From an optimization exercise on the open Yosys and OpenROAD flow, aimed at small area, a short achievable clock period and few clock cycles per item; shortcuts taken in it are not production practice. Where RTL was checked, it was by simulation tests only, not by an equivalence proof against the original. Only the layout flow was run in run 1; the RTL was not checked for function there.

## flow/design.v (module list and top-level ports; edited modules follow where they fit)
// module isg_extract: 704 lines
// module csa_row: 758 lines
// module csa_mac: 368 lines
module isg_extract (
    input  wire        clk,
    input  wire        rst,         
    input  wire        cfg_we,
    input  wire [5:0]  cfg_addr,
    input  wire [5:0]  cfg_pos,
    input  wire [6:0]  npos,        
    input  wire [31:0] qstep,       
    input  wire        variant,     
    input  wire        in_valid,
    input  wire [7:0]  in_data,
    output wire        in_ready,
    output reg         done,
    output reg  [63:0] bits_out
);
  // ...
==> flow/run.sh <==
#!/bin/bash
# synth_recipe.tcl (not shown) runs the flow's synth.tcl, then flattens the netlist and writes it again
# the make line also repeats each setting of config.mk as NAME=value (left out here)
make -C /OpenROAD-flow-scripts/flow DESIGN_CONFIG=/design/flow/config.mk WORK_HOME=/design/flow/orfs CLKGATE_MAP_FILE= SYNTH_SCRIPT=/design/flow/synth_recipe.tcl finish
==> flow/config.mk <==
export PLATFORM = sky130hd
export DESIGN_NAME = isg_extract
export DESIGN_NICKNAME = isg_extract
export VERILOG_FILES = /design/flow/design.v
export SDC_FILE = /design/flow/constraint.sdc
export NUM_CORES = 4
export LEC_CHECK = 0
export ABC_CLOCK_PERIOD_IN_PS = 3500
export CAP_MARGIN = 20
export CORE_MARGIN = 2
export CORE_UTILIZATION = 50
export PLACE_DENSITY = 0.65
export SLEW_MARGIN = 20
==> flow/constraint.sdc <==
create_clock -name core_clock -period 13.0 [get_ports {clk}]
set_input_delay 2.6000 -clock core_clock [delete_from_list [all_inputs] [get_ports {clk}]]
set_output_delay 2.6000 -clock core_clock [all_outputs]
set_load 0.01 [all_outputs]
==> summary.txt, run 1 <==
Layout
  • Util after Layout: approximately 56%
  • Top cell category: registers
  • Seq area share: ~43%
  • Flip-flop count of the largest register after layout: 512

Clocking
  • CTS tree: done
  • CTS resizes: 0
  • Root Driver: clkbuf_16
  • Clk buf depth: 3
  • Post-CTS setup buffers: 0
  • Post-CTS Hold Buffers: 0
  • Clk Latency, worst-skew pair: between 0.8 and 0.9 ns

Routing
  • Via density: around 5.5

Setup path
  • WP buf/inv: 7
  • Crit-path slowest cell: nand2_1
  • Critical Path End: sa_c[17]$_DFF_P_
  • Max FO, Critical Path: 31
  • Arrival @ worst endpoint: 8.70 ns

GRT
  • GRT Total Usage: between 20% and 30%
  • Global routing usage on met3: approximately 4.0%
  • Largest net degree at the start of global routing: just under 80
  • GRT Residual Overflow: 0
  • Vias in the first global route: between 60000 and 70000

Synth
  • Largest family of logic cells by synthesized area: adder cells
  • Top-area cell type share of the netlist area: between 20 and 30%
  • Yosys cell types: between 90 and 100
  • XOR/XNOR share of the synthesized area: 7.24%
  • Sequential fraction of the synthesis area: 48.1%
  • Syn Inst Count: slightly below 9000
  • Yosys warning count: 1

Outcome
  • Status: finished clean

STA
  • Tcrit/Tclk final: ~60%

Placement
  • Inst Count DP: between 10000 and 15000
==> run 2, diff against run 1 <==
--- a/flow/design.v
+++ b/flow/design.v
@@ -85,69 +85,29 @@
     wire       any_pend;
+    wire       last_res;
     reg        fast;
     wire idle_all  = (ld_cnt == 6'd0) && (blk_out == 2'd0);
-    wire park      = (c == 6'd63) && idle_all;
-    wire [5:0] c_next = (park && !accept) ? c : c + 6'd1;
-    wire [5:0] ld_next = accept ? ld_cnt + 6'd1 : ld_cnt;
-    wire blk_now   = accept && (ld_cnt == 6'd63);
-    wire so_now    = stream_ok & smp_v & accept;
     wire [3:0] ptot = ({1'b0, npos_r} + 8'd7) >> 3;
-    wire [3:0] pl_n = blk_now ? ((rev_stream && so_now) ? ptot - 4'd1 : ptot) : pleft;
-    wire [2:0] k_n  = blk_now ? ((rev_stream && so_now) ? 3'd1 : 3'd0) : knext;
-    wire ldtag_n    = ld_tag ^ blk_now;
     wire quiet      = !rev_stream && !rev_recirc && !any_pend && !dbusy;
     wire thr        = fast || quiet || idle_all;
-    reg d_load, d_stream, d_recirc, d_tag;
-    reg [2:0] d_k;
-    always @* begin
-        d_load = 1'b0; d_stream = 1'b0; d_recirc = 1'b0; d_tag = ldtag_n; d_k = 3'd0;
-        if (pl_n != 4'd0) begin
-            if (thr) begin
-                d_recirc = 1'b1; d_k = k_n; d_tag = ~ldtag_n;
-            end
-        end else if (ld_next == 6'd0) begin
-            if (thr) begin
-                d_load = 1'b1; d_stream = 1'b1;
-            end
-        end else begin
-            d_load = 1'b1;
-        end
-    end
-    wire rev_start = (c == 6'd63) && (c_next == 6'd0);
-    wire rev_load_n = rev_start ? nrev_load : rev_load;
-    wire nload_n    = (c_next == 6'd63) ? d_load : nrev_load;
-    wire ir_next    = (c_next == 6'd63) ? (nload_n && ld_next == 6'd0)
-                                        : (rev_load_n && (c_next + 6'd1 == ld_next));
+    localparam integer SW = 39;
+    wire [SW-1:0] st_now = {c, ld_cnt, in_ready_r, ld_tag, pleft, knext,
+                            nrev_load, nrev_stream, nrev_recirc, nrev_tag, nrev_k,
+                            rev_load, rev_stream, rev_recirc, rev_tag, rev_k,
+                            stream_ok, rev_ok, blk_out};
+    wire [SW-1:0] st_a0, st_a1;
+    wire blk_a1;
+    isg_sched u_s0 (.acc(1'b0), .st(st_now), .smp_v(smp_v), .ptot(ptot), .thr(thr),
+                    .idle_all(idle_all), .last_res(last_res), .nx(st_a0), .blk_now());
+    isg_sched u_s1 (.acc(1'b1), .st(st_now), .smp_v(smp_v), .ptot(ptot), .thr(thr),
+                    .idle_all(idle_all), .last_res(last_res), .nx(st_a1), .blk_now(blk_a1));
+    wire blk_now = accept & blk_a1;
+    wire [SW-1:0] st_rst = {6'd63, 6'd0, 1'b1, 1'b0, 4'd0, 3'd0,
+                            1'b1, 1'b1, 1'b0, 1'b0, 3'd0,
+                            1'b0, 1'b0, 1'b0, 1'b0, 3'd0,
+                            1'b0, 1'b0, 2'd0};
     always @(posedge clk) begin
-        if (rst) begin
-            c <= 6'd63; ld_cnt <= 6'd0; in_ready_r <= 1'b1;
-            rev_load <= 1'b0; rev_stream <= 1'b0; rev_recirc <= 1'b0; rev_tag <= 1'b0; rev_k <= 3'd0;
-            nrev_load <= 1'b1; nrev_stream <= 1'b1; nrev_recirc <= 1'b0; nrev_tag <= 1'b0; nrev_k <= 3'd0;
-            stream_ok <= 1'b0; rev_ok <= 1'b0; pleft <= 4'd0; knext <= 3'd0; ld_tag <= 1'b0;
-        end else begin
-            c <= c_next;
-            ld_cnt <= ld_next;
-            in_ready_r <= ir_next;
-            ld_tag <= ldtag_n;
-            if (blk_now) begin
-                pleft <= pl_n; knext <= k_n;
-            end
-            if (c_next == 6'd63) begin
-                nrev_load <= d_load; nrev_stream <= d_stream; nrev_recirc <= d_recirc;
-                nrev_tag <= d_tag; nrev_k <= d_k;
-            end
-            if (rev_start) begin
-                rev_load <= nrev_load; rev_stream <= nrev_stream; rev_recirc <= nrev_recirc;
-                rev_tag <= nrev_tag; rev_k <= nrev_k;
-                stream_ok <= nrev_stream;
-                if (nrev_recirc) begin
-                    pleft <= pleft - 4'd1; knext <= knext + 3'd1;
-                end
-            end else begin
-                stream_ok <= stream_ok & smp_v;
-            end
-            if (c == 6'd63 && c_next == 6'd0)
-                rev_ok <= rev_recirc | (rev_stream & stream_ok & smp_v);
-            else if (c == 6'd63)
-                rev_ok <= 1'b0;
-        end
+        {c, ld_cnt, in_ready_r, ld_tag, pleft, knext,
+         nrev_load, nrev_stream, nrev_recirc, nrev_tag, nrev_k,
+         rev_load, rev_stream, rev_recirc, rev_tag, rev_k,
+         stream_ok, rev_ok, blk_out} <= rst ? st_rst : (accept ? st_a1 : st_a0);
     end
@@ -168,4 +128,3 @@
     end
-    wire [2:0] a_v = posr[2:0];
-    wire [2:0] a_u = posr[5:3];
+    wire [2:0] q_v = posr[2:0];
     reg signed [10:0] rx0;
@@ -174,3 +133,3 @@
     always @* begin
-        if (a_v[0]) begin
+        if (q_v[0]) begin
             rx0 = f_o0; rx1 = f_o1; rx2 = f_o2; rx3 = f_o3;
@@ -178,3 +137,3 @@
             rx2 = 9'sd0; rx3 = 9'sd0;
-            case (a_v[2:1])
+            case (q_v[2:1])
                 2'd0: begin rx0 = f_dc; rx1 = 10'sd0; end
@@ -185,5 +144,14 @@
     end
+    reg signed [10:0] p_rx0;
+    reg signed [9:0]  p_rx1;
+    reg signed [8:0]  p_rx2, p_rx3;
+    reg [2:0]  a_u, a_v, a_x, a_j, a_k;
+    reg        a_tag;
+    always @(posedge clk) begin
+        p_rx0 <= rx0; p_rx1 <= rx1; p_rx2 <= rx2; p_rx3 <= rx3;
+        a_u <= posr[5:3]; a_v <= posr[2:0]; a_x <= f_x; a_j <= r_j; a_k <= r_k; a_tag <= r_tag;
+    end
     reg [15:0] rk0;
   always @* begin
-    case (a_v)
+    case (q_v)
       3'd0: rk0 = 16'h5a82;
@@ -201,3 +169,3 @@
   always @* begin
-    case (a_v)
+    case (q_v)
       3'd0: rk1 = 16'h0000;
@@ -215,3 +183,3 @@
   always @* begin
-    case (a_v)
+    case (q_v)
       3'd0: rk2 = 16'h0000;
@@ -229,3 +197,3 @@
   always @* begin
-    case (a_v)
+    case (q_v)
       3'd0: rk3 = 16'h0000;
@@ -241,6 +209,43 @@
   end
-  wire signed [11:0] rb0_x = rx0;
-  wire rb0_0_one = rk0[0] ^ 1'b0;
-  wire rb0_0_two = (rk0[1] & ~rk0[0] & ~1'b0) | (~rk0[1] & rk0[0] & 1'b0);
-  wire rb0_0_neg = rk0[1] & ~(rk0[0] & 1'b0);
+  wire rb0_0_one_d = rk0[0] ^ 1'b0;
+  wire rb0_0_two_d = (rk0[1] & ~rk0[0] & ~1'b0) | (~rk0[1] & rk0[0] & 1'b0);
+  wire rb0_0_neg_d = rk0[1] & ~(rk0[0] & 1'b0);
+  reg rb0_0_one, rb0_0_two, rb0_0_neg;
+  always @(posedge clk) begin rb0_0_one <= rb0_0_one_d; rb0_0_two <= rb0_0_two_d; rb0_0_neg <= rb0_0_neg_d; end
+  wire rb0_1_one_d = rk0[2] ^ rk0[1];
+  wire rb0_1_two_d = (rk0[3] & ~rk0[2] & ~rk0[1]) | (~rk0[3] & rk0[2] & rk0[1]);
+  wire rb0_1_neg_d = rk0[3] & ~(rk0[2] & rk0[1]);
+  reg rb0_1_one, rb0_1_two, rb0_1_neg;
+  always @(posedge clk) begin rb0_1_one <= rb0_1_one_d; rb0_1_two <= rb0_1_two_d; rb0_1_neg <= rb0_1_neg_d; end
+  wire rb0_2_one_d = rk0[4] ^ rk0[3];
+  wire rb0_2_two_d = (rk0[5] & ~rk0[4] & ~rk0[3]) | (~rk0[5] & rk0[4] & rk0[3]);
+  wire rb0_2_neg_d = rk0[5] & ~(rk0[4] & rk0[3]);
+  reg rb0_2_one, rb0_2_two, rb0_2_neg;
+  always @(posedge clk) begin rb0_2_one <= rb0_2_one_d; rb0_2_two <= rb0_2_two_d; rb0_2_neg <= rb0_2_neg_d; end
+  wire rb0_3_one_d = rk0[6] ^ rk0[5];
+  wire rb0_3_two_d = (rk0[7] & ~rk0[6] & ~rk0[5]) | (~rk0[7] & rk0[6] & rk0[5]);
+  wire rb0_3_neg_d = rk0[7] & ~(rk0[6] & rk0[5]);
+  reg rb0_3_one, rb0_3_two, rb0_3_neg;
+  always @(posedge clk) begin rb0_3_one <= rb0_3_one_d; rb0_3_two <= rb0_3_two_d; rb0_3_neg <= rb0_3_neg_d; end
+  wire rb0_4_one_d = rk0[8] ^ rk0[7];
+  wire rb0_4_two_d = (rk0[9] & ~rk0[8] & ~rk0[7]) | (~rk0[9] & rk0[8] & rk0[7]);
+  wire rb0_4_neg_d = rk0[9] & ~(rk0[8] & rk0[7]);
+  reg rb0_4_one, rb0_4_two, rb0_4_neg;
+  always @(posedge clk) begin rb0_4_one <= rb0_4_one_d; rb0_4_two <= rb0_4_two_d; rb0_4_neg <= rb0_4_neg_d; end
+  wire rb0_5_one_d = rk0[10] ^ rk0[9];
+  wire rb0_5_two_d = (rk0[11] & ~rk0[10] & ~rk0[9]) | (~rk0[11] & rk0[10] & rk0[9]);
+  wire rb0_5_neg_d = rk0[11] & ~(rk0[10] & rk0[9]);
+  reg rb0_5_one, rb0_5_two, rb0_5_neg;
+  always @(posedge clk) begin rb0_5_one <= rb0_5_one_d; rb0_5_two <= rb0_5_two_d; rb0_5_neg <= rb0_5_neg_d; end
+  wire rb0_6_one_d = rk0[12] ^ rk0[11];
+  wire rb0_6_two_d = (rk0[13] & ~rk0[12] & ~rk0[11]) | (~rk0[13] & rk0[12] & rk0[11]);
+  wire rb0_6_neg_d = rk0[13] & ~(rk0[12] & rk0[11]);
+  reg rb0_6_one, rb0_6_two, rb0_6_neg;
+  always @(posedge clk) begin rb0_6_one <= rb0_6_one_d; rb0_6_two <= rb0_6_two_d; rb0_6_neg <= rb0_6_neg_d; end
+  wire rb0_7_one_d = rk0[14] ^ rk0[13];
+  wire rb0_7_two_d = (rk0[15] & ~rk0[14] & ~rk0[13]) | (~rk0[15] & rk0[14] & rk0[13]);
+  wire rb0_7_neg_d = rk0[15] & ~(rk0[14] & rk0[13]);
+  reg rb0_7_one, rb0_7_two, rb0_7_neg;
+  always @(posedge clk) begin rb0_7_one <= rb0_7_one_d; rb0_7_two <= rb0_7_two_d; rb0_7_neg <= rb0_7_neg_d; end
+  wire signed [11:0] rb0_x = p_rx0;
   wire [11:0] rb0_0_m = ({12{rb0_0_one}} & rb0_x) | ({12{rb0_0_two}} & {rb0_x[10:0], 1'b0});
@@ -248,5 +253,2 @@
   wire [11:0] rb0_0_u = {~rb0_0_t[11], rb0_0_t[10:0]};
-  wire rb0_1_one = rk0[2] ^ rk0[1];
-  wire rb0_1_two = (rk0[3] & ~rk0[2] & ~rk0[1]) | (~rk0[3] & rk0[2] & rk0[1]);
-  wire rb0_1_neg = rk0[3] & ~(rk0[2] & rk0[1]);
   wire [11:0] rb0_1_m = ({12{rb0_1_one}} & rb0_x) | ({12{rb0_1_two}} & {rb0_x[10:0], 1'b0});
@@ -254,5 +256,2 @@
   wire [11:0] rb0_1_u = {~rb0_1_t[11], rb0_1_t[10:0]};
-  wire rb0_2_one = rk0[4] ^ rk0[3];
-  wire rb0_2_two = (rk0[5] & ~rk0[4] & ~rk0[3]) | (~rk0[5] & rk0[4] & rk0[3]);
-  wire rb0_2_neg = rk0[5] & ~(rk0[4] & rk0[3]);
   wire [11:0] rb0_2_m = ({12{rb0_2_one}} & rb0_x) | ({12{rb0_2_two}} & {rb0_x[10:0], 1'b0});
@@ -260,5 +259,2 @@
   wire [11:0] rb0_2_u = {~rb0_2_t[11], rb0_2_t[10:0]};
-  wire rb0_3_one = rk0[6] ^ rk0[5];
-  wire rb0_3_two = (rk0[7] & ~rk0[6] & ~rk0[5]) | (~rk0[7] & rk0[6] & rk0[5]);
-  wire rb0_3_neg = rk0[7] & ~(rk0[6] & rk0[5]);
   wire [11:0] rb0_3_m = ({12{rb0_3_one}} & rb0_x) | ({12{rb0_3_two}} & {rb0_x[10:0], 1'b0});
@@ -266,5 +262,2 @@
   wire [11:0] rb0_3_u = {~rb0_3_t[11], rb0_3_t[10:0]};
-  wire rb0_4_one = rk0[8] ^ rk0[7];
-  wire rb0_4_two = (rk0[9] & ~rk0[8] & ~rk0[7]) | (~rk0[9] & rk0[8] & rk0[7]);
-  wire rb0_4_neg = rk0[9] & ~(rk0[8] & rk0[7]);
   wire [11:0] rb0_4_m = ({12{rb0_4_one}} & rb0_x) | ({12{rb0_4_two}} & {rb0_x[10:0], 1'b0});
@@ -272,5 +265,2 @@
   wire [11:0] rb0_4_u = {~rb0_4_t[11], rb0_4_t[10:0]};
-  wire rb0_5_one = rk0[10] ^ rk0[9];
-  wire rb0_5_two = (rk0[11] & ~rk0[10] & ~rk0[9]) | (~rk0[11] & rk0[10] & rk0[9]);
-  wire rb0_5_neg = rk0[11] & ~(rk0[10] & rk0[9]);
   wire [11:0] rb0_5_m = ({12{rb0_5_one}} & rb0_x) | ({12{rb0_5_two}} & {rb0_x[10:0], 1'b0});
@@ -278,5 +268,2 @@
   wire [11:0] rb0_5_u = {~rb0_5_t[11], rb0_5_t[10:0]};
-  wire rb0_6_one = rk0[12] ^ rk0[11];
-  wire rb0_6_two = (rk0[13] & ~rk0[12] & ~rk0[11]) | (~rk0[13] & rk0[12] & rk0[11]);
-  wire rb0_6_neg = rk0[13] & ~(rk0[12] & rk0[11]);
   wire [11:0] rb0_6_m = ({12{rb0_6_one}} & rb0_x) | ({12{rb0_6_two}} & {rb0_x[10:0], 1'b0});
@@ -284,5 +271,2 @@
   wire [11:0] rb0_6_u = {~rb0_6_t[11], rb0_6_t[10:0]};
-  wire rb0_7_one = rk0[14] ^ rk0[13];
-  wire rb0_7_two = (rk0[15] & ~rk0[14] & ~rk0[13]) | (~rk0[15] & rk0[14] & rk0[13]);
-  wire rb0_7_neg = rk0[15] & ~(rk0[14] & rk0[13]);
   wire [11:0] rb0_7_m = ({12{rb0_7_one}} & rb0_x) | ({12{rb0_7_two}} & {rb0_x[10:0], 1'b0});
@@ -291,6 +275,43 @@
   wire [14:0] rb0_ng = {rb0_7_neg, 1'b0, rb0_6_neg, 1'b0, rb0_5_neg, 1'b0, rb0_4_neg, 1'b0, rb0_3_neg, 1'b0, rb0_2_neg, 1'b0, rb0_1_neg, 1'b0, rb0_0_neg};
-  wire signed [10:0] rb1_x = rx1;
-  wire rb1_0_one = rk1[0] ^ 1'b0;
-  wire rb1_0_two = (rk1[1] & ~rk1[0] & ~1'b0) | (~rk1[1] & rk1[0] & 1'b0);
-  wire rb1_0_neg = rk1[1] & ~(rk1[0] & 1'b0);
+  wire rb1_0_one_d = rk1[0] ^ 1'b0;
+  wire rb1_0_two_d = (rk1[1] & ~rk1[0] & ~1'b0) | (~rk1[1] & rk1[0] & 1'b0);
+  wire rb1_0_neg_d = rk1[1] & ~(rk1[0] & 1'b0);
+  reg rb1_0_one, rb1_0_two, rb1_0_neg;
+  always @(posedge clk) begin rb1_0_one <= rb1_0_one_d; rb1_0_two <= rb1_0_two_d; rb1_0_neg <= rb1_0_neg_d; end
+  wire rb1_1_one_d = rk1[2] ^ rk1[1];
+  wire rb1_1_two_d = (rk1[3] & ~rk1[2] & ~rk1[1]) | (~rk1[3] & rk1[2] & rk1[1]);
+  wire rb1_1_neg_d = rk1[3] & ~(rk1[2] & rk1[1]);
+  reg rb1_1_one, rb1_1_two, rb1_1_neg;
+  always @(posedge clk) begin rb1_1_one <= rb1_1_one_d; rb1_1_two <= rb1_1_two_d; rb1_1_neg <= rb1_1_neg_d; end
+  wire rb1_2_one_d = rk1[4] ^ rk1[3];
+  wire rb1_2_two_d = (rk1[5] & ~rk1[4] & ~rk1[3]) | (~rk1[5] & rk1[4] & rk1[3]);
+  wire rb1_2_neg_d = rk1[5] & ~(rk1[4] & rk1[3]);
+  reg rb1_2_one, rb1_2_two, rb1_2_neg;
+  always @(posedge clk) begin rb1_2_one <= rb1_2_one_d; rb1_2_two <= rb1_2_two_d; rb1_2_neg <= rb1_2_neg_d; end
+  wire rb1_3_one_d = rk1[6] ^ rk1[5];
+  wire rb1_3_two_d = (rk1[7] & ~rk1[6] & ~rk1[5]) | (~rk1[7] & rk1[6] & rk1[5]);
+  wire rb1_3_neg_d = rk1[7] & ~(rk1[6] & rk1[5]);
+  reg rb1_3_one, rb1_3_two, rb1_3_neg;
+  always @(posedge clk) begin rb1_3_one <= rb1_3_one_d; rb1_3_two <= rb1_3_two_d; rb1_3_neg <= rb1_3_neg_d; end
+  wire rb1_4_one_d = rk1[8] ^ rk1[7];
+  wire rb1_4_two_d = (rk1[9] & ~rk1[8] & ~rk1[7]) | (~rk1[9] & rk1[8] & rk1[7]);
+  wire rb1_4_neg_d = rk1[9] & ~(rk1[8] & rk1[7]);
+  reg rb1_4_one, rb1_4_two, rb1_4_neg;
+  always @(posedge clk) begin rb1_4_one <= rb1_4_one_d; rb1_4_two <= rb1_4_two_d; rb1_4_neg <= rb1_4_neg_d; end
+  wire rb1_5_one_d = rk1[10] ^ rk1[9];
+  wire rb1_5_two_d = (rk1[11] & ~rk1[10] & ~rk1[9]) | (~rk1[11] & rk1[10] & rk1[9]);
+  wire rb1_5_neg_d = rk1[11] & ~(rk1[10] & rk1[9]);
+  reg rb1_5_one, rb1_5_two, rb1_5_neg;
+  always @(posedge clk) begin rb1_5_one <= rb1_5_one_d; rb1_5_two <= rb1_5_two_d; rb1_5_neg <= rb1_5_neg_d; end
+  wire rb1_6_one_d = rk1[12] ^ rk1[11];
+  wire rb1_6_two_d = (rk1[13] & ~rk1[12] & ~rk1[11]) | (~rk1[13] & rk1[12] & rk1[11]);
+  wire rb1_6_neg_d = rk1[13] & ~(rk1[12] & rk1[11]);
+  reg rb1_6_one, rb1_6_two, rb1_6_neg;
+  always @(posedge clk) begin rb1_6_one <= rb1_6_one_d; rb1_6_two <= rb1_6_two_d; rb1_6_neg <= rb1_6_neg_d; end
+  wire rb1_7_one_d = rk1[14] ^ rk1[13];
+  wire rb1_7_two_d = (rk1[15] & ~rk1[14] & ~rk1[13]) | (~rk1[15] & rk1[14] & rk1[13]);
+  wire rb1_7_neg_d = rk1[15] & ~(rk1[14] & rk1[13]);
+  reg rb1_7_one, rb1_7_two, rb1_7_neg;
+  always @(posedge clk) begin rb1_7_one <= rb1_7_one_d; rb1_7_two <= rb1_7_two_d; rb1_7_neg <= rb1_7_neg_d; end
+  wire signed [10:0] rb1_x = p_rx1;
   wire [10:0] rb1_0_m = ({11{rb1_0_one}} & rb1_x) | ({11{rb1_0_two}} & {rb1_x[9:0], 1'b0});
@@ -298,5 +319,2 @@
   wire [10:0] rb1_0_u = {~rb1_0_t[10], rb1_0_t[9:0]};
-  wire rb1_1_one = rk1[2] ^ rk1[1];
-  wire rb1_1_two = (rk1[3] & ~rk1[2] & ~rk1[1]) | (~rk1[3] & rk1[2] & rk1[1]);
-  wire rb1_1_neg = rk1[3] & ~(rk1[2] & rk1[1]);
   wire [10:0] rb1_1_m = ({11{rb1_1_one}} & rb1_x) | ({11{rb1_1_two}} & {rb1_x[9:0], 1'b0});
@@ -304,5 +322,2 @@
   wire [10:0] rb1_1_u = {~rb1_1_t[10], rb1_1_t[9:0]};
-  wire rb1_2_one = rk1[4] ^ rk1[3];
-  wire rb1_2_two = (rk1[5] & ~rk1[4] & ~rk1[3]) | (~rk1[5] & rk1[4] & rk1[3]);
-  wire rb1_2_neg = rk1[5] & ~(rk1[4] & rk1[3]);
   wire [10:0] rb1_2_m = ({11{rb1_2_one}} & rb1_x) | ({11{rb1_2_two}} & {rb1_x[9:0], 1'b0});
@@ -310,5 +325,2 @@
   wire [10:0] rb1_2_u = {~rb1_2_t[10], rb1_2_t[9:0]};
-  wire rb1_3_one = rk1[6] ^ rk1[5];
-  wire rb1_3_two = (rk1[7] & ~rk1[6] & ~rk1[5]) | (~rk1[7] & rk1[6] & rk1[5]);
-  wire rb1_3_neg = rk1[7] & ~(rk1[6] & rk1[5]);
   wire [10:0] rb1_3_m = ({11{rb1_3_one}} & rb1_x) | ({11{rb1_3_two}} & {rb1_x[9:0], 1'b0});
@@ -316,5 +328,2 @@
   wire [10:0] rb1_3_u = {~rb1_3_t[10], rb1_3_t[9:0]};
-  wire rb1_4_one = rk1[8] ^ rk1[7];
-  wire rb1_4_two = (rk1[9] & ~rk1[8] & ~rk1[7]) | (~rk1[9] & rk1[8] & rk1[7]);
-  wire rb1_4_neg = rk1[9] & ~(rk1[8] & rk1[7]);
   wire [10:0] rb1_4_m = ({11{rb1_4_one}} & rb1_x) | ({11{rb1_4_two}} & {rb1_x[9:0], 1'b0});
@@ -322,5 +331,2 @@
   wire [10:0] rb1_4_u = {~rb1_4_t[10], rb1_4_t[9:0]};
-  wire rb1_5_one = rk1[10] ^ rk1[9];
-  wire rb1_5_two = (rk1[11] & ~rk1[10] & ~rk1[9]) | (~rk1[11] & rk1[10] & rk1[9]);
-  wire rb1_5_neg = rk1[11] & ~(rk1[10] & rk1[9]);
   wire [10:0] rb1_5_m = ({11{rb1_5_one}} & rb1_x) | ({11{rb1_5_two}} & {rb1_x[9:0], 1'b0});
@@ -328,5 +334,2 @@
   wire [10:0] rb1_5_u = {~rb1_5_t[10], rb1_5_t[9:0]};
-  wire rb1_6_one = rk1[12] ^ rk1[11];
-  wire rb1_6_two = (rk1[13] & ~rk1[12] & ~rk1[11]) | (~rk1[13] & rk1[12] & rk1[11]);
-  wire rb1_6_neg = rk1[13] & ~(rk1[12] & rk1[11]);
   wire [10:0] rb1_6_m = ({11{rb1_6_one}} & rb1_x) | ({11{rb1_6_two}} & {rb1_x[9:0], 1'b0});
@@ -334,5 +337,2 @@
   wire [10:0] rb1_6_u = {~rb1_6_t[10], rb1_6_t[9:0]};
-  wire rb1_7_one = rk1[14] ^ rk1[13];
-  wire rb1_7_two = (rk1[15] & ~rk1[14] & ~rk1[13]) | (~rk1[15] & rk1[14] & rk1[13]);
-  wire rb1_7_neg = rk1[15] & ~(rk1[14] & rk1[13]);
   wire [10:0] rb1_7_m = ({11{rb1_7_one}} & rb1_x) | ({11{rb1_7_two}} & {rb1_x[9:0], 1'b0});
@@ -341,6 +341,43 @@
   wire [14:0] rb1_ng = {rb1_7_neg, 1'b0, rb1_6_neg, 1'b0, rb1_5_neg, 1'b0, rb1_4_neg, 1'b0, rb1_3_neg, 1'b0, rb1_2_neg, 1'b0, rb1_1_neg, 1'b0, rb1_0_neg};
-  wire signed [9:0] rb2_x = rx2;
-  wire rb2_0_one = rk2[0] ^ 1'b0;
-  wire rb2_0_two = (rk2[1] & ~rk2[0] & ~1'b0) | (~rk2[1] & rk2[0] & 1'b0);
-  wire rb2_0_neg = rk2[1] & ~(rk2[0] & 1'b0);
+  wire rb2_0_one_d = rk2[0] ^ 1'b0;
+  wire rb2_0_two_d = (rk2[1] & ~rk2[0] & ~1'b0) | (~rk2[1] & rk2[0] & 1'b0);
+  wire rb2_0_neg_d = rk2[1] & ~(rk2[0] & 1'b0);
+  reg rb2_0_one, rb2_0_two, rb2_0_neg;
+  always @(posedge clk) begin rb2_0_one <= rb2_0_one_d; rb2_0_two <= rb2_0_two_d; rb2_0_neg <= rb2_0_neg_d; end
+  wire rb2_1_one_d = rk2[2] ^ rk2[1];
+  wire rb2_1_two_d = (rk2[3] & ~rk2[2] & ~rk2[1]) | (~rk2[3] & rk2[2] & rk2[1]);
+  wire rb2_1_neg_d = rk2[3] & ~(rk2[2] & rk2[1]);
+  reg rb2_1_one, rb2_1_two, rb2_1_neg;
+  always @(posedge clk) begin rb2_1_one <= rb2_1_one_d; rb2_1_two <= rb2_1_two_d; rb2_1_neg <= rb2_1_neg_d; end
+  wire rb2_2_one_d = rk2[4] ^ rk2[3];
+  wire rb2_2_two_d = (rk2[5] & ~rk2[4] & ~rk2[3]) | (~rk2[5] & rk2[4] & rk2[3]);
+  wire rb2_2_neg_d = rk2[5] & ~(rk2[4] & rk2[3]);
+  reg rb2_2_one, rb2_2_two, rb2_2_neg;
+  always @(posedge clk) begin rb2_2_one <= rb2_2_one_d; rb2_2_two <= rb2_2_two_d; rb2_2_neg <= rb2_2_neg_d; end
+  wire rb2_3_one_d = rk2[6] ^ rk2[5];
+  wire rb2_3_two_d = (rk2[7] & ~rk2[6] & ~rk2[5]) | (~rk2[7] & rk2[6] & rk2[5]);
+  wire rb2_3_neg_d = rk2[7] & ~(rk2[6] & rk2[5]);
+  reg rb2_3_one, rb2_3_two, rb2_3_neg;
+  always @(posedge clk) begin rb2_3_one <= rb2_3_one_d; rb2_3_two <= rb2_3_two_d; rb2_3_neg <= rb2_3_neg_d; end
+  wire rb2_4_one_d = rk2[8] ^ rk2[7];
+  wire rb2_4_two_d = (rk2[9] & ~rk2[8] & ~rk2[7]) | (~rk2[9] & rk2[8] & rk2[7]);
+  wire rb2_4_neg_d = rk2[9] & ~(rk2[8] & rk2[7]);
+  reg rb2_4_one, rb2_4_two, rb2_4_neg;
+  always @(posedge clk) begin rb2_4_one <= rb2_4_one_d; rb2_4_two <= rb2_4_two_d; rb2_4_neg <= rb2_4_neg_d; end
+  wire rb2_5_one_d = rk2[10] ^ rk2[9];
+  wire rb2_5_two_d = (rk2[11] & ~rk2[10] & ~rk2[9]) | (~rk2[11] & rk2[10] & rk2[9]);
+  wire rb2_5_neg_d = rk2[11] & ~(rk2[10] & rk2[9]);
+  reg rb2_5_one, rb2_5_two, rb2_5_neg;
+  always @(posedge clk) begin rb2_5_one <= rb2_5_one_d; rb2_5_two <= rb2_5_two_d; rb2_5_neg <= rb2_5_neg_d; end
+  wire rb2_6_one_d = rk2[12] ^ rk2[11];
+  wire rb2_6_two_d = (rk2[13] & ~rk2[12] & ~rk2[11]) | (~rk2[13] & rk2[12] & rk2[11]);
+  wire rb2_6_neg_d = rk2[13] & ~(rk2[12] & rk2[11]);
+  reg rb2_6_one, rb2_6_two, rb2_6_neg;
+  always @(posedge clk) begin rb2_6_one <= rb2_6_one_d; rb2_6_two <= rb2_6_two_d; rb2_6_neg <= rb2_6_neg_d; end
+  wire rb2_7_one_d = rk2[14] ^ rk2[13];
+  wire rb2_7_two_d = (rk2[15] & ~rk2[14] & ~rk2[13]) | (~rk2[15] & rk2[14] & rk2[13]);
+  wire rb2_7_neg_d = rk2[15] & ~(rk2[14] & rk2[13]);
+  reg rb2_7_one, rb2_7_two, rb2_7_neg;
+  always @(posedge clk) begin rb2_7_one <= rb2_7_one_d; rb2_7_two <= rb2_7_two_d; rb2_7_neg <= rb2_7_neg_d; end
+  wire signed [9:0] rb2_x = p_rx2;
   wire [9:0] rb2_0_m = ({10{rb2_0_one}} & rb2_x) | ({10{rb2_0_two}} & {rb2_x[8:0], 1'b0});
@@ -348,5 +385,2 @@
   wire [9:0] rb2_0_u = {~rb2_0_t[9], rb2_0_t[8:0]};
-  wire rb2_1_one = rk2[2] ^ rk2[1];
-  wire rb2_1_two = (rk2[3] & ~rk2[2] & ~rk2[1]) | (~rk2[3] & rk2[2] & rk2[1]);
-  wire rb2_1_neg = rk2[3] & ~(rk2[2] & rk2[1]);
   wire [9:0] rb2_1_m = ({10{rb2_1_one}} & rb2_x) | ({10{rb2_1_two}} & {rb2_x[8:0], 1'b0});
@@ -354,5 +388,2 @@
   wire [9:0] rb2_1_u = {~rb2_1_t[9], rb2_1_t[8:0]};
-  wire rb2_2_one = rk2[4] ^ rk2[3];
-  wire rb2_2_two = (rk2[5] & ~rk2[4] & ~rk2[3]) | (~rk2[5] & rk2[4] & rk2[3]);
-  wire rb2_2_neg = rk2[5] & ~(rk2[4] & rk2[3]);
   wire [9:0] rb2_2_m = ({10{rb2_2_one}} & rb2_x) | ({10{rb2_2_two}} & {rb2_x[8:0], 1'b0});
@@ -360,5 +391,2 @@
   wire [9:0] rb2_2_u = {~rb2_2_t[9], rb2_2_t[8:0]};
-  wire rb2_3_one = rk2[6] ^ rk2[5];
-  wire rb2_3_two = (rk2[7] & ~rk2[6] & ~rk2[5]) | (~rk2[7] & rk2[6] & rk2[5]);
-  wire rb2_3_neg = rk2[7] & ~(rk2[6] & rk2[5]);
   wire [9:0] rb2_3_m = ({10{rb2_3_one}} & rb2_x) | ({10{rb2_3_two}} & {rb2_x[8:0], 1'b0});
@@ -366,5 +394,2 @@
   wire [9:0] rb2_3_u = {~rb2_3_t[9], rb2_3_t[8:0]};
-  wire rb2_4_one = rk2[8] ^ rk2[7];
-  wire rb2_4_two = (rk2[9] & ~rk2[8] & ~rk2[7]) | (~rk2[9] & rk2[8] & rk2[7]);
-  wire rb2_4_neg = rk2[9] & ~(rk2[8] & rk2[7]);
   wire [9:0] rb2_4_m = ({10{rb2_4_one}} & rb2_x) | ({10{rb2_4_two}} & {rb2_x[8:0], 1'b0});
@@ -372,5 +397,2 @@
   wire [9:0] rb2_4_u = {~rb2_4_t[9], rb2_4_t[8:0]};
-  wire rb2_5_one = rk2[10] ^ rk2[9];
-  wire rb2_5_two = (rk2[11] & ~rk2[10] & ~rk2[9]) | (~rk2[11] & rk2[10] & rk2[9]);
-  wire rb2_5_neg = rk2[11] & ~(rk2[10] & rk2[9]);
   wire [9:0] rb2_5_m = ({10{rb2_5_one}} & rb2_x) | ({10{rb2_5_two}} & {rb2_x[8:0], 1'b0});
@@ -378,5 +400,2 @@
   wire [9:0] rb2_5_u = {~rb2_5_t[9], rb2_5_t[8:0]};
-  wire rb2_6_one = rk2[12] ^ rk2[11];
-  wire rb2_6_two = (rk2[13] & ~rk2[12] & ~rk2[11]) | (~rk2[13] & rk2[12] & rk2[11]);
-  wire rb2_6_neg = rk2[13] & ~(rk2[12] & rk2[11]);
   wire [9:0] rb2_6_m = ({10{rb2_6_one}} & rb2_x) | ({10{rb2_6_two}} & {rb2_x[8:0], 1'b0});
@@ -384,5 +403,2 @@
   wire [9:0] rb2_6_u = {~rb2_6_t[9], rb2_6_t[8:0]};
-  wire rb2_7_one = rk2[14] ^ rk2[13];
-  wire rb2_7_two = (rk2[15] & ~rk2[14] & ~rk2[13]) | (~rk2[15] & rk2[14] & rk2[13]);
-  wire rb2_7_neg = rk2[15] & ~(rk2[14] & rk2[13]);
   wire [9:0] rb2_7_m = ({10{rb2_7_one}} & rb2_x) | ({10{rb2_7_two}} & {rb2_x[8:0], 1'b0});
@@ -391,6 +407,43 @@
   wire [14:0] rb2_ng = {rb2_7_neg, 1'b0, rb2_6_neg, 1'b0, rb2_5_neg, 1'b0, rb2_4_neg, 1'b0, rb2_3_neg, 1'b0, rb2_2_neg, 1'b0, rb2_1_neg, 1'b0, rb2_0_neg};
-  wire signed [9:0] rb3_x = rx3;
-  wire rb3_0_one = rk3[0] ^ 1'b0;
-  wire rb3_0_two = (rk3[1] & ~rk3[0] & ~1'b0) | (~rk3[1] & rk3[0] & 1'b0);
-  wire rb3_0_neg = rk3[1] & ~(rk3[0] & 1'b0);
+  wire rb3_0_one_d = rk3[0] ^ 1'b0;
+  wire rb3_0_two_d = (rk3[1] & ~rk3[0] & ~1'b0) | (~rk3[1] & rk3[0] & 1'b0);
+  wire rb3_0_neg_d = rk3[1] & ~(rk3[0] & 1'b0);
+  reg rb3_0_one, rb3_0_two, rb3_0_neg;
+  always @(posedge clk) begin rb3_0_one <= rb3_0_one_d; rb3_0_two <= rb3_0_two_d; rb3_0_neg <= rb3_0_neg_d; end
+  wire rb3_1_one_d = rk3[2] ^ rk3[1];
+  wire rb3_1_two_d = (rk3[3] & ~rk3[2] & ~rk3[1]) | (~rk3[3] & rk3[2] & rk3[1]);
+  wire rb3_1_neg_d = rk3[3] & ~(rk3[2] & rk3[1]);
+  reg rb3_1_one, rb3_1_two, rb3_1_neg;
+  always @(posedge clk) begin rb3_1_one <= rb3_1_one_d; rb3_1_two <= rb3_1_two_d; rb3_1_neg <= rb3_1_neg_d; end
+  wire rb3_2_one_d = rk3[4] ^ rk3[3];
+  wire rb3_2_two_d = (rk3[5] & ~rk3[4] & ~rk3[3]) | (~rk3[5] & rk3[4] & rk3[3]);
+  wire rb3_2_neg_d = rk3[5] & ~(rk3[4] & rk3[3]);
+  reg rb3_2_one, rb3_2_two, rb3_2_neg;
+  always @(posedge clk) begin rb3_2_one <= rb3_2_one_d; rb3_2_two <= rb3_2_two_d; rb3_2_neg <= rb3_2_neg_d; end
+  wire rb3_3_one_d = rk3[6] ^ rk3[5];
+  wire rb3_3_two_d = (rk3[7] & ~rk3[6] & ~rk3[5]) | (~rk3[7] & rk3[6] & rk3[5]);
+  wire rb3_3_neg_d = rk3[7] & ~(rk3[6] & rk3[5]);
+  reg rb3_3_one, rb3_3_two, rb3_3_neg;
+  always @(posedge clk) begin rb3_3_one <= rb3_3_one_d; rb3_3_two <= rb3_3_two_d; rb3_3_neg <= rb3_3_neg_d; end
+  wire rb3_4_one_d = rk3[8] ^ rk3[7];
+  wire rb3_4_two_d = (rk3[9] & ~rk3[8] & ~rk3[7]) | (~rk3[9] & rk3[8] & rk3[7]);
+  wire rb3_4_neg_d = rk3[9] & ~(rk3[8] & rk3[7]);
+  reg rb3_4_one, rb3_4_two, rb3_4_neg;
+  always @(posedge clk) begin rb3_4_one <= rb3_4_one_d; rb3_4_two <= rb3_4_two_d; rb3_4_neg <= rb3_4_neg_d; end
+  wire rb3_5_one_d = rk3[10] ^ rk3[9];
+  wire rb3_5_two_d = (rk3[11] & ~rk3[10] & ~rk3[9]) | (~rk3[11] & rk3[10] & rk3[9]);
+  wire rb3_5_neg_d = rk3[11] & ~(rk3[10] & rk3[9]);
+  reg rb3_5_one, rb3_5_two, rb3_5_neg;
+  always @(posedge clk) begin rb3_5_one <= rb3_5_one_d; rb3_5_two <= rb3_5_two_d; rb3_5_neg <= rb3_5_neg_d; end
+  wire rb3_6_one_d = rk3[12] ^ rk3[11];
+  wire rb3_6_two_d = (rk3[13] & ~rk3[12] & ~rk3[11]) | (~rk3[13] & rk3[12] & rk3[11]);
+  wire rb3_6_neg_d = rk3[13] & ~(rk3[12] & rk3[11]);
+  reg rb3_6_one, rb3_6_two, rb3_6_neg;
+  always @(posedge clk) begin rb3_6_one <= rb3_6_one_d; rb3_6_two <= rb3_6_two_d; rb3_6_neg <= rb3_6_neg_d; end
+  wire rb3_7_one_d = rk3[14] ^ rk3[13];
+  wire rb3_7_two_d = (rk3[15] & ~rk3[14] & ~rk3[13]) | (~rk3[15] & rk3[14] & rk3[13]);
+  wire rb3_7_neg_d = rk3[15] & ~(rk3[14] & rk3[13]);
+  reg rb3_7_one, rb3_7_two, rb3_7_neg;
+  always @(posedge clk) begin rb3_7_one <= rb3_7_one_d; rb3_7_two <= rb3_7_two_d; rb3_7_neg <= rb3_7_neg_d; end
+  wire signed [9:0] rb3_x = p_rx3;
   wire [9:0] rb3_0_m = ({10{rb3_0_one}} & rb3_x) | ({10{rb3_0_two}} & {rb3_x[8:0], 1'b0});
@@ -398,5 +451,2 @@
   wire [9:0] rb3_0_u = {~rb3_0_t[9], rb3_0_t[8:0]};
-  wire rb3_1_one = rk3[2] ^ rk3[1];
-  wire rb3_1_two = (rk3[3] & ~rk3[2] & ~rk3[1]) | (~rk3[3] & rk3[2] & rk3[1]);
-  wire rb3_1_neg = rk3[3] & ~(rk3[2] & rk3[1]);
   wire [9:0] rb3_1_m = ({10{rb3_1_one}} & rb3_x) | ({10{rb3_1_two}} & {rb3_x[8:0], 1'b0});
@@ -404,5 +454,2 @@
   wire [9:0] rb3_1_u = {~rb3_1_t[9], rb3_1_t[8:0]};
-  wire rb3_2_one = rk3[4] ^ rk3[3];
-  wire rb3_2_two = (rk3[5] & ~rk3[4] & ~rk3[3]) | (~rk3[5] & rk3[4] & rk3[3]);
-  wire rb3_2_neg = rk3[5] & ~(rk3[4] & rk3[3]);
   wire [9:0] rb3_2_m = ({10{rb3_2_one}} & rb3_x) | ({10{rb3_2_two}} & {rb3_x[8:0], 1'b0});
@@ -410,5 +457,2 @@
   wire [9:0] rb3_2_u = {~rb3_2_t[9], rb3_2_t[8:0]};
-  wire rb3_3_one = rk3[6] ^ rk3[5];
-  wire rb3_3_two = (rk3[7] & ~rk3[6] & ~rk3[5]) | (~rk3[7] & rk3[6] & rk3[5]);
-  wire rb3_3_neg = rk3[7] & ~(rk3[6] & rk3[5]);
   wire [9:0] rb3_3_m = ({10{rb3_3_one}} & rb3_x) | ({10{rb3_3_two}} & {rb3_x[8:0], 1'b0});
@@ -416,5 +460,2 @@
   wire [9:0] rb3_3_u = {~rb3_3_t[9], rb3_3_t[8:0]};
-  wire rb3_4_one = rk3[8] ^ rk3[7];
-  wire rb3_4_two = (rk3[9] & ~rk3[8] & ~rk3[7]) | (~rk3[9] & rk3[8] & rk3[7]);
-  wire rb3_4_neg = rk3[9] & ~(rk3[8] & rk3[7]);
   wire [9:0] rb3_4_m = ({10{rb3_4_one}} & rb3_x) | ({10{rb3_4_two}} & {rb3_x[8:0], 1'b0});
@@ -422,5 +463,2 @@
   wire [9:0] rb3_4_u = {~rb3_4_t[9], rb3_4_t[8:0]};
-  wire rb3_5_one = rk3[10] ^ rk3[9];
-  wire rb3_5_two = (rk3[11] & ~rk3[10] & ~rk3[9]) | (~rk3[11] & rk3[10] & rk3[9]);
-  wire rb3_5_neg = rk3[11] & ~(rk3[10] & rk3[9]);
   wire [9:0] rb3_5_m = ({10{rb3_5_one}} & rb3_x) | ({10{rb3_5_two}} & {rb3_x[8:0], 1'b0});
@@ -428,5 +466,2 @@
   wire [9:0] rb3_5_u = {~rb3_5_t[9], rb3_5_t[8:0]};
-  wire rb3_6_one = rk3[12] ^ rk3[11];
-  wire rb3_6_two = (rk3[13] & ~rk3[12] & ~rk3[11]) | (~rk3[13] & rk3[12] & rk3[11]);
-  wire rb3_6_neg = rk3[13] & ~(rk3[12] & rk3[11]);
   wire [9:0] rb3_6_m = ({10{rb3_6_one}} & rb3_x) | ({10{rb3_6_two}} & {rb3_x[8:0], 1'b0});
@@ -434,5 +469,2 @@
   wire [9:0] rb3_6_u = {~rb3_6_t[9], rb3_6_t[8:0]};
-  wire rb3_7_one = rk3[14] ^ rk3[13];
-  wire rb3_7_two = (rk3[15] & ~rk3[14] & ~rk3[13]) | (~rk3[15] & rk3[14] & rk3[13]);
-  wire rb3_7_neg = rk3[15] & ~(rk3[14] & rk3[13]);
   wire [9:0] rb3_7_m = ({10{rb3_7_one}} & rb3_x) | ({10{rb3_7_two}} & {rb3_x[8:0], 1'b0});
@@ -448,3 +480,3 @@
         sa_s <= ra_s; sa_c <= ra_c;
-        a2_u <= a_u; a2_v <= a_v; a2_x <= f_x; a2_j <= r_j; a2_k <= r_k; a2_tag <= r_tag;
+        a2_u <= a_u; a2_v <= a_v; a2_x <= a_x; a2_j <= a_j; a2_k <= a_k; a2_tag <= a_tag;
     end
@@ -577,11 +609,11 @@
   wire [14:0] mb_ng = {mb_7_neg, 1'b0, mb_6_neg, 1'b0, mb_5_neg, 1'b0, mb_4_neg, 1'b0, mb_3_neg, 1'b0, mb_2_neg, 1'b0, mb_1_neg, 1'b0, mb_0_neg};
-  wire [40:0] mc_s, mc_c;
+  wire [43:0] mc_s, mc_c;
   csa_mac u_csa_mac (.mb_0_u(mb_0_u), .mb_1_u(mb_1_u), .mb_2_u(mb_2_u), .mb_3_u(mb_3_u), .mb_4_u(mb_4_u), .mb_5_u(mb_5_u), .mb_6_u(mb_6_u), .mb_7_u(mb_7_u), .mb_ng(mb_ng), .s(mc_s), .c(mc_c));
-    reg signed [40:0] p_prod;
-    reg [2:0]  p_x, p_j, p_k;
-    reg        p_tag, p_dc;
+    reg [43:0] m_s, m_c;
+    reg [2:0]  m_x, m_j, m_k;
+    reg        m_tag, m_dc;
     always @(posedge clk) begin
-        p_prod <= mc_s + mc_c;
-        p_x <= b_x; p_j <= b_j; p_k <= b_k; p_tag <= b_tag;
-        p_dc <= (b_u == 3'd0) && (b_v == 3'd0);
+        m_s <= mc_s; m_c <= mc_c;
+        m_x <= b_x; m_j <= b_j; m_k <= b_k; m_tag <= b_tag;
+        m_dc <= (b_u == 3'd0) && (b_v == 3'd0);
     end
@@ -589,5 +621,5 @@
     wire [43:0]  acc_head = accv[351:308];
-    wire         c_first = (p_x == 3'd0);
-    wire [43:0]  c_accin = c_first ? (p_dc ? 44'd4397866188800 : 44'd0) : acc_head;
-    wire [43:0]  z_new = c_accin + {{3{p_prod[40]}}, p_prod};
+    wire         c_first = (m_x == 3'd0);
+    wire [43:0]  c_accin = c_first ? (m_dc ? 44'd4397866188800 : 44'd0) : acc_head;
+    wire [43:0]  z_new = c_accin + m_s + m_c;
     always @(posedge clk)
@@ -598,3 +630,3 @@
     reg        h_tag;
-    wire [6:0] c_p = {1'b0, p_k, p_j};
+    wire [6:0] c_p = {1'b0, m_k, m_j};
     always @(posedge clk) begin
@@ -602,4 +634,4 @@
         h_p   <= c_p[5:0];
-        h_tag <= p_tag;
-        h_v   <= ~rst & rev_ok & (p_x == 3'd7) & (c_p < npos_r);
+        h_tag <= m_tag;
+        h_v   <= ~rst & rev_ok & (m_x == 3'd7) & (c_p < npos_r);
     end
@@ -641,3 +673,11 @@
     end
-    wire [32:0] dn = {qn, 1'b0};
+    reg [35:0] dv1, dv2, dv3;
+    reg [4:0]  dsteps;
+    wire [35:0] dva = s_norm[0] ? {2'b00, qn, 2'b00} : {3'b000, qn, 1'b0};
+    always @(posedge clk) begin
+        dv1 <= dva;
+        dv2 <= {dva[34:0], 1'b0};
+        dv3 <= dva + {dva[34:0], 1'b0};
+        dsteps <= ({1'b0, s_norm} + 6'd1) >> 1;
+    end
     reg [33:0] drem;
@@ -645,13 +685,13 @@
     reg [5:0]  dp;
-    wire signed [33:0] n_val = {{5{head_c[27]}}, head_c, 1'b0} + {2'b00, qstep_r};
-    wire [33:0] n_neg = ~{{5{head_c[27]}}, head_c, 1'b0} + ~{2'b00, qstep_r} + 34'd2;
+    wire [33:0] n_c2  = {{5{head_c[27]}}, head_c, 1'b0};
+    wire [33:0] n_val = n_c2 + {2'b00, qstep_r};
+    wire [33:0] n_neg = ~n_c2 + ~{2'b00, qstep_r} + 34'd2;
     wire [33:0] n_abs = n_val[33] ? n_neg : n_val;
-    wire [34:0] r1  = {drem, 1'b0};
-    wire [34:0] t1  = r1 - {2'b00, dn};
-    wire        q1  = ~t1[34];
-    wire [33:0] r1n = q1 ? t1[33:0] : r1[33:0];
-    wire [34:0] r2  = {r1n, 1'b0};
-    wire [34:0] t2  = r2 - {2'b00, dn};
-    wire        q2  = ~t2[34];
-    wire [33:0] r2n = q2 ? t2[33:0] : r2[33:0];
+    wire [36:0] r4  = {1'b0, drem, 2'b00};
+    wire [36:0] t1  = r4 - {1'b0, dv1};
+    wire [36:0] t2  = r4 - {1'b0, dv2};
+    wire [36:0] t3  = r4 - {1'b0, dv3};
+    wire ge1 = ~t1[36], ge2 = ~t2[36], ge3 = ~t3[36];
+    wire [33:0] rnext = ge3 ? t3[33:0] : ge2 ? t2[33:0] : ge1 ? t1[33:0] : r4[33:0];
+    wire        qodd  = ge3 | (ge1 & ~ge2);
     wire        wr  = dbusy && (dcnt == 5'd0);
@@ -660,3 +700,3 @@
     reg       done_i;
-    wire last_res = wr && ({res_cnt + 7'd1} == npos_r);
+    assign last_res = wr && ({res_cnt + 7'd1} == npos_r);
     always @(posedge clk) begin
@@ -671,3 +711,3 @@
             dp    <= head_p;
-            dcnt  <= variant_r ? 5'd0 : s_norm;
+            dcnt  <= variant_r ? 5'd0 : dsteps;
         end else if (wr) begin
@@ -675,7 +715,3 @@
         end else if (dbusy) begin
-            if (dcnt >= 5'd2) begin
-                drem <= r2n; dq <= q2; dcnt <= dcnt - 5'd2;
-            end else begin
-                drem <= r1n; dq <= q1; dcnt <= dcnt - 5'd1;
-            end
+            drem <= rnext; dq <= qodd; dcnt <= dcnt - 5'd1;
         end
@@ -685,3 +721,3 @@
         if (rst) begin
-            done <= 1'b0; done_i <= 1'b0; res_cnt <= 7'd0; out_tag <= 1'b0; blk_out <= 2'd0;
+            done <= 1'b0; done_i <= 1'b0; res_cnt <= 7'd0; out_tag <= 1'b0;
         end else begin
@@ -694,3 +730,2 @@
             end
-            blk_out <= blk_out + {1'b0, blk_now} - {1'b0, last_res};
         end
@@ -704,2 +739,70 @@
 endmodule
+module isg_sched (
+    input  wire        acc,
+    input  wire [38:0] st,
+    input  wire        smp_v,
+    input  wire [3:0]  ptot,
+    input  wire        thr,
+    input  wire        idle_all,
+    input  wire        last_res,
+    output wire [38:0] nx,
+    output wire        blk_now
+);
+    wire [5:0] c, ld_cnt;
+    wire       in_ready_r, ld_tag;
+    wire [3:0] pleft;
+    wire [2:0] knext;
+    wire       nrev_load, nrev_stream, nrev_recirc, nrev_tag;
+    wire [2:0] nrev_k;
+    wire       rev_load, rev_stream, rev_recirc, rev_tag;
+    wire [2:0] rev_k;
+    wire       stream_ok, rev_ok;
+    wire [1:0] blk_out;
+    assign {c, ld_cnt, in_ready_r, ld_tag, pleft, knext,
+            nrev_load, nrev_stream, nrev_recirc, nrev_tag, nrev_k,
+            rev_load, rev_stream, rev_recirc, rev_tag, rev_k,
+            stream_ok, rev_ok, blk_out} = st;
+    wire park      = (c == 6'd63) && idle_all;
+    wire [5:0] c_next  = (park && !acc) ? c : c + 6'd1;
+    wire [5:0] ld_next = acc ? ld_cnt + 6'd1 : ld_cnt;
+    assign blk_now = acc && (ld_cnt == 6'd63);
+    wire so_now    = stream_ok & smp_v & acc;
+    wire [3:0] pl_n = blk_now ? ((rev_stream && so_now) ? ptot - 4'd1 : ptot) : pleft;
+    wire [2:0] k_n  = blk_now ? ((rev_stream && so_now) ? 3'd1 : 3'd0) : knext;
+    wire ldtag_n    = ld_tag ^ blk_now;
+    reg d_load, d_stream, d_recirc, d_tag;
+    reg [2:0] d_k;
+    always @* begin
+        d_load = 1'b0; d_stream = 1'b0; d_recirc = 1'b0; d_tag = ldtag_n; d_k = 3'd0;
+        if (pl_n != 4'd0) begin
+            if (thr) begin
+                d_recirc = 1'b1; d_k = k_n; d_tag = ~ldtag_n;
+            end
+        end else if (ld_next == 6'd0) begin
+            if (thr) begin
+                d_load = 1'b1; d_stream = 1'b1;
+            end
+        end else begin
+            d_load = 1'b1;
+        end
+    end
+    wire rev_start  = (c == 6'd63) && (c_next == 6'd0);
+    wire rev_load_n = rev_start ? nrev_load : rev_load;
+    wire nload_n    = (c_next == 6'd63) ? d_load : nrev_load;
+    wire ir_next    = (c_next == 6'd63) ? (nload_n && ld_next == 6'd0)
+                                        : (rev_load_n && (c_next + 6'd1 == ld_next));
+    wire upd_n = (c_next == 6'd63);
+    wire [3:0] pleft_n = rev_start && nrev_recirc ? pleft - 4'd1 : (blk_now ? pl_n : pleft);
+    wire [2:0] knext_n = rev_start && nrev_recirc ? knext + 3'd1 : (blk_now ? k_n : knext);
+    wire [1:0] blk_out_n = blk_out + {1'b0, blk_now} - {1'b0, last_res};
+    wire rev_ok_n = rev_start ? (rev_recirc | (rev_stream & stream_ok & smp_v))
+                              : ((c == 6'd63) ? 1'b0 : rev_ok);
+    assign nx = {c_next, ld_next, ir_next, ldtag_n, pleft_n, knext_n,
+                 upd_n ? d_load : nrev_load, upd_n ? d_stream : nrev_stream,
+                 upd_n ? d_recirc : nrev_recirc, upd_n ? d_tag : nrev_tag, upd_n ? d_k : nrev_k,
+                 rev_start ? nrev_load : rev_load, rev_start ? nrev_stream : rev_stream,
+                 rev_start ? nrev_recirc : rev_recirc, rev_start ? nrev_tag : rev_tag,
+                 rev_start ? nrev_k : rev_k,
+                 rev_start ? nrev_stream : (stream_ok & smp_v), rev_ok_n, blk_out_n};
+endmodule
 module csa_row (input wire [11:0] rb0_0_u, input wire [11:0] rb0_1_u, input wire [11:0] rb0_2_u, input wire [11:0] rb0_3_u, input wire [11:0] rb0_4_u, input wire [11:0] rb0_5_u, input wire [11:0] rb0_6_u, input wire [11:0] rb0_7_u, input wire [14:0] rb0_ng, input wire [10:0] rb1_0_u, input wire [10:0] rb1_1_u, input wire [10:0] rb1_2_u, input wire [10:0] rb1_3_u, input wire [10:0] rb1_4_u, input wire [10:0] rb1_5_u, input wire [10:0] rb1_6_u, input wire [10:0] rb1_7_u, input wire [14:0] rb1_ng, input wire [9:0] rb2_0_u, input wire [9:0] rb2_1_u, input wire [9:0] rb2_2_u, input wire [9:0] rb2_3_u, input wire [9:0] rb2_4_u, input wire [9:0] rb2_5_u, input wire [9:0] rb2_6_u, input wire [9:0] rb2_7_u, input wire [14:0] rb2_ng, input wire [9:0] rb3_0_u, input wire [9:0] rb3_1_u, input wire [9:0] rb3_2_u, input wire [9:0] rb3_3_u, input wire [9:0] rb3_4_u, input wire [9:0] rb3_5_u, input wire [9:0] rb3_6_u, input wire [9:0] rb3_7_u, input wire [14:0] rb3_ng, output wire [25:0] s, output wire [25:0] c);
@@ -1462,3 +1565,3 @@
 endmodule
-module csa_mac (input wire [26:0] mb_0_u, input wire [26:0] mb_1_u, input wire [26:0] mb_2_u, input wire [26:0] mb_3_u, input wire [26:0] mb_4_u, input wire [26:0] mb_5_u, input wire [26:0] mb_6_u, input wire [26:0] mb_7_u, input wire [14:0] mb_ng, output wire [40:0] s, output wire [40:0] c);
+module csa_mac (input wire [26:0] mb_0_u, input wire [26:0] mb_1_u, input wire [26:0] mb_2_u, input wire [26:0] mb_3_u, input wire [26:0] mb_4_u, input wire [26:0] mb_5_u, input wire [26:0] mb_6_u, input wire [26:0] mb_7_u, input wire [14:0] mb_ng, output wire [43:0] s, output wire [43:0] c);
   wire w1 = mb_0_u[10] ^ mb_1_u[8];
@@ -1827,4 +1930,4 @@
   wire w364 = mb_7_u[25] & 1'b1;
-  assign s = {w364, w362, w360, w358, w356, w354, w352, w350, w348, w346, w344, w342, w340, w338, w336, w334, w332, w330, w328, w326, w324, w322, w320, w318, w316, w314, w312, w310, w308, w306, w304, w302, w300, w298, w296, w294, w292, w290, w289, mb_0_u[1], mb_0_u[0]};
-  assign c = {mb_7_u[26], w363, w361, w359, w357, w355, w353, w351, w349, w347, w345, w343, w341, w339, w337, w335, w333, w331, w329, w327, w325, w323, w321, w319, w317, w315, w313, w311, w309, w307, w305, w303, w301, w299, w297, w295, w293, w291, mb_ng[2], mb_ng[1], mb_ng[0]};
+  assign s = {1'b1, 1'b1, 1'b1, w364, w362, w360, w358, w356, w354, w352, w350, w348, w346, w344, w342, w340, w338, w336, w334, w332, w330, w328, w326, w324, w322, w320, w318, w316, w314, w312, w310, w308, w306, w304, w302, w300, w298, w296, w294, w292, w290, w289, mb_0_u[1], mb_0_u[0]};
+  assign c = {1'b0, 1'b0, 1'b0, mb_7_u[26], w363, w361, w359, w357, w355, w353, w351, w349, w347, w345, w343, w341, w339, w337, w335, w333, w331, w329, w327, w325, w323, w321, w319, w317, w315, w313, w311, w309, w307, w305, w303, w301, w299, w297, w295, w293, w291, mb_ng[2], mb_ng[1], mb_ng[0]};
 endmodule
--- a/flow/config.mk
+++ b/flow/config.mk
@@ -7,7 +7,7 @@
 export LEC_CHECK = 0
-export ABC_CLOCK_PERIOD_IN_PS = 3500
+export ABC_CLOCK_PERIOD_IN_PS = 4000
 export CAP_MARGIN = 20
 export CORE_MARGIN = 2
-export CORE_UTILIZATION = 50
-export PLACE_DENSITY = 0.65
+export CORE_UTILIZATION = 40
+export PLACE_DENSITY = 0.6
 export SLEW_MARGIN = 20
==> summary.txt, run 2 <==
STA
  • Final setup viols: 0
  • Fmax: approximately 180 MHz
  • Clk_skew: 0.0687 ns
  • Max-slew violation count: 0
  • Crit path time final: between 5 and 6 ns
  • RSZ-0062 raised after global routing: no
  • Max transition margin: about a quarter
  • Setup ws final: about 7.6 ns
  • Tcrit/Tclk final: 41.8% (-19 points)
  • Least-Margin Pin Slew: around 1.1 ns
  • Fin Setup TNS: 0 ns
  • Hold WS: 0.267 ns
  • Hold Vio Cnt, Final: 0

Outcome
  • Status: finished clean

Layout
  • Post-route cell area: ~0.12 mm^2
  • Top Registers: ringv x512, pos_tab x384, accv x352
  • Multi-input gate area: between 0.04 and 0.05 mm^2
  • Post-Layout Cell Count: 12900
  • Final Net Count: 10400
  • Fill cells: around 24000
  • Share of layout cells above drive strength 1: 7.32%
  • Commonest cells after routing, fill and taps aside: dfxtp_1 (1699), inv_1 (861), edfxtp_1 (607)
  • Flip-flop count of the largest register after layout: 512 (unchanged)
  • Commonest non-fill, non-tap cell in the layout: dfxtp_1
  • Largest reg by FF count: ringv
  • Sequential Area: 0.0525 mm^2
  • Area grow syn2layout: 12.1%

Placement
  • Post-DP HPWL: about 180 mm
  • Inst Count DP: 12500 (+10%)
  • Pre-CTS WS: between 7 and 8 ns
  • GPL Wtd Cong: 0.904
  • Port bufs: about 130
  • Post-Place Cell Area: around 0.11 mm^2

Synth
  • Synth top area cells: dfxtp_1 (32%), edfxtp_1 (17%), fa_1 (9.7%)
  • FFs w/ async S/R, synth: 0%
  • Most frequent cell after synthesis: dfxtp_1
  • Yosys warning count: 2 (+1)
  • Synthesized Nets: 10400
  • Syn Inst Count: 9227 (+3.3%)
  • Flops & latches, synth: between 2000 and 2500
  • Ys flop type: dfxtp_1
  • EDFF count, synth: 607
  • Yosys cell types: 95 (+2.2%)
  • Post-synth top cells: dfxtp_1 (1711), inv_1 (860), edfxtp_1 (607), ha_1 (562), xnor2_1 (533)
  • Sequential fraction of the synthesis area: 49.6% (+1.5 points)
  • Top-area cell type share of the netlist area: 32.4% (+2.6 points)
  • Syn avg cell area: 11.5 um^2
  • Area leader, netlist: dfxtp_1
  • Mapped cell area: approximately 0.11 mm^2

Run
  • Max cap viols: 0

Setup path
  • Worst R2R Start: m_x[2]$_DFF_P_
  • Worst Path Class, Setup: reg2reg
  • Crit path max-delay family: compound AO/OA/AOI/OAI gates
  • Max incr delay on CP: around 0.56 ns
  • CP dominant cell by count: o21ai_1
  • FF-to-FF setup slack: ~7.6 ns
  • Arrival @ worst endpoint: 6.25 ns (-2.45 ns)
  • Critical Path Sink Type: flip-flop
  • Crit-path slowest cell: or3_1
  • WP buf/inv: 1 (-6)
  • Critical Path Start Type: flip-flop
  • Worst r2r dst: accv[41]$_DFF_P_
  • Max FO, Critical Path: 36 (+16%)
  • Depth of the most critical reg-to-reg path: 18
  • CP cell instances: or3_1 > buf_4 > and2_1 > ha_1 > ha_1 > fa_1 > a21o_1 > a21oi_1 > o21ai_1 > a2111o_1 > a41oi_2 > o21ai_1 > o21ai_1 > o31ai_1 > a31o_2 > a21o_1 > a21oi_1 > xnor2_1
  • Critical path data required time: approximately 14 ns

GRT
  • Gr busiest metal: met2
  • Grt met1 use: between 20% and 30%
  • Initial antenna violation count: 11
  • First-pass GRT wire length: around 400 mm
  • M2 GR Usage: about 30%
  • Vias in the first global route: 68300 (+4.8%)
  • GRT Residual Overflow: 0 (unchanged)
  • GRT Total Usage: 18.5% (-6.4 points)
  • Global routing usage on met3: 2.82% (-1.1 points)
  • Largest net degree at the start of global routing: 78 (unchanged)

Clocking
  • Worst-path clk slew: roughly 0.060 ns
  • Root Driver: clkbuf_16
  • Post-CTS Hold Buffers: 0 (unchanged)
  • Clock sink total: between 2000 and 2500
  • Clk buf depth: 4 (+1)
  • CTS H-tree depth: 4
  • CTS resizes: 0 (unchanged)
  • Post-CTS setup buffers: 0 (unchanged)
  • CTS tree: done
  • Clk Latency, worst-skew pair: 0.92 ns (+0.04 ns)
  • Num CTS Buffers: ~240

Min path
  • Worst Hold Depth: 0
  • Worst Hold Endpoint: ringv[184]$_DFF_P_
  • Hold Path Origin: ringv[176]$_DFF_P_
  • Min-delay worst type: reg2reg

Die
  • Initial Util: 40.2%
  • Die ar.: between 0.2 and 0.3 mm^2
  • IO Pins: between 100 and 150
  • Core area: ~0.26 mm^2
  • Row count: approximately 190
  • Die height: roughly 520 um
  • Die X: around 520 um

Routing
  • Pre-Repair DR Iteration Count: 6
  • Routed length per instance: approximately 20 um
  • Via count: roughly 66000
  • Antenna-violating nets left: 0
  • Via density: 5.14 (-7.0%)
  • DRC Markers: 0
  • Final WL: between 200 and 300 mm
  • DRT iter0 DRCs: roughly 4600
run 2: how the worst max path moves through the flow:
stage / slack (ns) / cells past startpoint / startpoint / endpoint
after floorplan: 7.64 / 4 / rst / dq$_SDFFCE_PP0P_
after global placement: 7.29 / 11 / in_valid / pleft[0]$_SDFFE_PP0P_
after detailed placement: 7.29 / 10 / in_valid / pleft[2]$_SDFFE_PP0P_
after CTS: 7.46 / 18 / m_x[2]$_DFF_P_ / accv[41]$_DFF_P_
after global routing: 7.20 / 18 / m_x[2]$_DFF_P_ / accv[41]$_DFF_P_
final: 7.56 / 18 / m_x[2]$_DFF_P_ / accv[41]$_DFF_P_
run 2: per-stage QoR:
stage	util [%]
after floorplan	-
after global placement	42.0
after detailed placement	42.0
after CTS	45.1
after global routing	45.1
final	45.1
run 2: worst reg2reg max path: stages (launching register included):
cell,delay (ns)
dfxtp_1,0.31
or3_1,0.56
buf_4,0.33
and2_1,0.26
ha_1,0.27
ha_1,0.23
fa_1,0.48
a21o_1,0.18
a21oi_1,0.28
o21ai_1,0.15
a2111o_1,0.42
a41oi_2,0.29
o21ai_1,0.23
o21ai_1,0.36
o31ai_1,0.24
a31o_2,0.30
a21o_1,0.17
a21oi_1,0.16
xnor2_1,0.14
run 2: area by class of cell:
class / count / share of cell area (%)
antenna: 10 / 0.0211
clock buffer: 314 / 5.65
clock inverter: 115 / 1.22
inverter: 870 / 2.76
multi-input combinational: 5602 / 40.8
sequential: 2318 / 44.3
tap: 3515 / 3.71
timing repair buffer: 190 / 1.49
run 2: cells by family after synthesis:
logic type      count (synthesis)  share of synthesized area (%)
fa+ha+maj                    1072                           16.3
buf+inv                      1307                           4.66
other cells                     1                        0.00355
mux                           239                           3.81
flops                        2318                           49.6
compound gates               1847                           11.5
xor+xnor                      893                           7.40
simple gates                 1550                           6.73
run 2: layer usage:
| metal | up-vias | part of all wire (%) | wire length (um) |
|---|---|---|---|
| met1 | 32600 | 44 | 112000 |
| li1 | 31400 | - | - |
| met4 | 0 | 3.6 | 9180 |
| met3 | 498 | 5.8 | 14700 |
| met5 | - | 0 | 0 |
| met2 | 2024 | 46 | 117000 |
Testbench counts of run 2, summed over its fixed seeds: cycles 26,066, items 320.

[what the ideal ports hide]
How much do the figures lean on ideal ports? The routed layouts below were timed once more, with nothing changed but the port constraints.
Step 1: set_driving_cell puts a clkbuf_16 on clk and a buf_2 on each other input, an assumption about the parent block.
Step 2 also shifts input and output timing later by t, the mid clock arrival at the registers, as if the neighbouring blocks saw the same clock.
Three values: ideal, step 1, step 2; two values: the first two.
| run | t, ns | setup WS [ns] | latest minus earliest clock arrival (ns) | worst data-port slew with drivers (ns) |
|---|---|---|---|---|
| run 1 | 0.938 | 5.034 / 5.034 / 5.034 | 0.064 / 0.065 | 0.08 |
| run 2 | 0.965 | 7.561 / 7.561 / 7.251 | 0.098 / 0.098 | 0.15 |
After both steps setup and hold are still met in every run listed. The setup slack of run 2, which loses most, moves by 0.000 ns with the drivers and by -0.310 ns with both steps.
